Context: an optimization exercise on an open-source flow, tuned for a short achievable clock period and few clock cycles per item. The choices shown serve that exercise and are no tape-out recipe. Function was checked by simulation only, so behaviour that the tests miss may differ from the original. Power is estimated from default activity; no workload was simulated.

run A:
==> flow/design.v (excerpt) <==
module tms1100_core (
    input  wire        clk,
    input  wire        rst,         
    output wire [10:0] rom_addr,    
    input  wire [7:0]  rom_data,    
    input  wire [3:0]  k_in,        
    output wire [4:0]  o_out,       
    output wire [10:0] r_out,       
    output wire        retire       
);
==> flow/config.mk <==
export PLATFORM = sky130hd
export DESIGN_NAME = tms1100_core
export DESIGN_NICKNAME = tms1100_core
export VERILOG_FILES = /design/flow/design.v
export SDC_FILE = /design/flow/constraint.sdc
export NUM_CORES = 4
export LEC_CHECK = 0
export CAP_MARGIN = 20
export CORE_MARGIN = 2
export CORE_UTILIZATION = 40
export SETUP_SLACK_MARGIN = 4.5
export SLEW_MARGIN = 20
==> flow/constraint.sdc <==
create_clock -name core_clock -period 6.0 [get_ports {clk}]
set_input_delay 1.2000 -clock core_clock [delete_from_list [all_inputs] [get_ports {clk}]]
set_output_delay 1.2000 -clock core_clock [all_outputs]
set_load 0.01 [all_outputs]
run.sh (not shown) runs the stock make flow with config.mk's settings and CLKGATE_MAP_FILE= SYNTH_SCRIPT=/design/flow/synth_recipe.tcl, a recipe that flattens the netlist after the stock synthesis.
Run A completed end to end with timing, DRC and antenna clean.
Testbench counts of run A, summed over its fixed seeds: cycles 70,922, instructions 64,000.
What run B does differently from run A at the input level:
- PLACE_DENSITY now 0.75, previously not set
### Flow results
- Higher area occupied by multi-input gates among run B and run A: run B
- Run B: global-route usage 1.3 points above run A
- Run B ends up with lower power than run A does.
- Run comparison: run A first element of the critical path rom_data[7]; run B first element of the critical path ir[1]
- On count of nets after finishing, run A tracks run B almost exactly.
- Count of clock buffers in the final design (higher): run A
- The clock tree buffer depth of run B and that of run A are within noise of each other.
- Final cell count of run A is on par with run B.
- Data required time of the worst path (run B over run A): decrease, 0.06 ns
- Of run B and run A, the run reporting the higher layout overhead on the synthesized area was run B.
- On clock network fraction of design power, the lower figure sits with run B, not run A.
- Run B -> run A: hold buffer count at CTS delta 0, exact match
Changes in run C relative to run B:
- a deleted PLACE_DENSITY that had been 0.75
- an added ABC_CLOCK_PERIOD_IN_PS of 2000
- a change of SETUP_SLACK_MARGIN from 4.5 to 4.0
--- outcome ---
- Run C against run B; combinational power is down by more than 10%.
- Cmp run C and run B / combinational share of power / higher: run B
- Comparing run C and run B, total global routing track utilization is lower on run C.
- | clock network contribution to total cell area | higher: run C |
diff inputs: run C => run D
- a change of SETUP_SLACK_MARGIN from 4.0 to 5.0
- a deleted ABC_CLOCK_PERIOD_IN_PS that had been 2000
Results
Across run C and run D, none had a timing, DRC or antenna violation. Run C consumes less power than run D. As far as number of buffers created by CTS goes, run C and run D are indistinguishable; the numbers are identical. From run C to run D the numbers moved as follows: post-route minimum period climbed 0.059 ns, utilization up 7.7 points, number of design-rule violations left by the first detailed-router iteration climbed about 7.5%, via-per-instance ratio went up by 2.3%. Changes observed in run D relative to run C: instance count on the critical path climbed 1; via count climbed 7.7%; slack of the critical path dropped 0.059 ns; share of power burned in the clock network dropped 0.7 points.

========
## v43
Another version of the RTL of tms1100_core (not shown whole).
Size: ~500 flip-flops, about 21000 µm² of cells after synthesis.
// tms1100_core
module tms1100_core (
    input  wire        clk,
    input  wire        rst,         
    output wire [10:0] rom_addr,    
    input  wire [7:0]  rom_data,    
    input  wire [3:0]  k_in,        
    output wire [4:0]  o_out,       
    output wire [10:0] r_out,       
    output wire        retire       
);
Settings: LEC_CHECK=0, CAP_MARGIN=20, CORE_MARGIN=2, CORE_UTILIZATION=40, SETUP_SLACK_MARGIN=4.25, SLEW_MARGIN=20; clock period 6.0 ns.
v43 went all the way through synthesis, placement and routing and the layout is clean on timing, DRC and antenna.
Testbench counts of v43, summed over its fixed seeds: cycles 70,922, instructions 64,000.
#### Input delta (v20 over v43)
- SETUP_SLACK_MARGIN changed from 4.25 to 4.5
[summary]
The met2 track utilization from global routing of v20 is higher than that of v43. The estimated power of v20 ends up lower than the estimate for v43. Run comparison: v20 master of the slowest instance on the critical path sky130_fd_sc_hd__or3_4; v43 master of the slowest instance on the critical path sky130_fd_sc_hd__a222oi_1. Side by side, total net switching power turned out lower in v20 than in v43.
Modified inputs, v25 compared to v20
- a change of SETUP_SLACK_MARGIN from 4.5 to 4.75
Results
v25 and v20 ended up with roughly the same multi-input combinational area share.
Summary of v25 over v20: fmax fell by 0.32%; final area rose about 3%; wire length stayed essentially flat; area added between synthesis and finish picked up an extra 4.1 points.
Capturing instance or port of the critical path = y_oh[3]$_SDFF_PP0_: v20; capturing instance or port of the critical path = y_oh[1]$_SDFF_PP0_: v25
Buffers plus inverters on the worst setup path: v25 vs v20 down 1

========
== lane 5 ==
Another version of the RTL of tms1100_core (not shown whole).
For scale: about 2400 cells after synthesis, about 42 I/O pins.
export LEC_CHECK = 0
export ABC_CLOCK_PERIOD_IN_PS = 1200
export CAP_MARGIN = 20
export CORE_MARGIN = 2
export CORE_UTILIZATION = 40
export SETUP_SLACK_MARGIN = 4.0
export SLEW_MARGIN = 20
create_clock -name core_clock -period 6.0 [get_ports {clk}]
Testbench counts of lane 5, summed over its fixed seeds: cycles 70,928, instructions 64,000.
[inputs] lane 1 vs lane 5
--- a/flow/config.mk
+++ b/flow/config.mk
@@ -8 +8 @@
-export ABC_CLOCK_PERIOD_IN_PS = 1200
+export ABC_CLOCK_PERIOD_IN_PS = 2000
## What came out
Lane 1 finished every stage and its layout cleared the timing, DRC and antenna checks. From lane 5 to lane 1, count of clock-buffer cells in the layout did not move at all. On via count, lane 1 and lane 5 are neck and neck. Area share of buffers outside the clock network essentially unchanged between lane 1 and lane 5. Filler cell count: lane 1 vs lane 5 identical. Diff lane 5..lane 1 | clock skew | unchanged. Diff lane 5..lane 1 | utilization | unchanged. In terms of clock share of power, lane 1 and lane 5 differ only marginally. From lane 5 to lane 1 the numbers moved as follows: number of levels the H-tree was split into essentially unchanged; worst hold slack essentially unchanged. Die area came out exactly the same in lane 1 and lane 5.

## port drivers added, routing unchanged
The flow's constraints put no driver on any port. The routed layouts listed below were extracted and timed again, unchanged, in two steps.
Step 1 (the two cells are an assumption about what drives the block):
set clk [get_ports {clk}]
set_driving_cell -lib_cell sky130_fd_sc_hd__clkbuf_16 $clk
set_driving_cell -lib_cell sky130_fd_sc_hd__buf_2 [delete_from_list [all_inputs] $clk]
Step 2 also shifts input and output timing later by t, the mid clock arrival at the registers, as if the neighbouring blocks saw the same clock.
Three values: ideal ports, drivers, drivers and shift; two values: the first two.
run | t, ns | setup WS [ns] | hold slack, ns | worst setup path after step 2 | latest minus earliest clock arrival (ns)
run A | 0.652 | 3.656 / 3.640 / 2.988 | 0.321 / 0.321 / 0.321 | input to register | 0.022 / 0.022
run B | 0.647 | 3.255 / 3.255 / 2.829 | 0.326 / 0.326 / 0.326 | input to register | 0.052 / 0.051
run C | 0.661 | 3.628 / 3.631 / 2.971 | 0.324 / 0.324 / 0.324 | input to register | 0.038 / 0.039
run D | 0.670 | 3.570 / 3.583 / 2.913 | 0.326 / 0.326 / 0.326 | input to register | 0.037 / 0.036
v43 | 0.676 | 3.643 / 3.633 / 3.025 | 0.330 / 0.330 / 0.330 | input to register | 0.031 / 0.030
v20 | 0.667 | 3.652 / 3.627 / 3.016 | 0.322 / 0.322 / 0.322 | input to register | 0.016 / 0.016
v25 | 0.674 | 3.644 / 3.584 / 3.085 | 0.327 / 0.327 / 0.327 | input to register | 0.034 / 0.034
lane 5 | 0.665 | 3.587 / 3.528 / 2.973 | 0.357 / 0.357 / 0.357 | input to register | 0.020 / 0.019
lane 1 | 0.665 | 3.587 / 3.528 / 2.973 | 0.357 / 0.357 / 0.357 | input to register | 0.020 / 0.019
After both steps every run listed still meets setup and hold. For run A, which loses most, drivers alone change the setup slack by -0.016 ns; drivers and shift together by -0.668 ns.
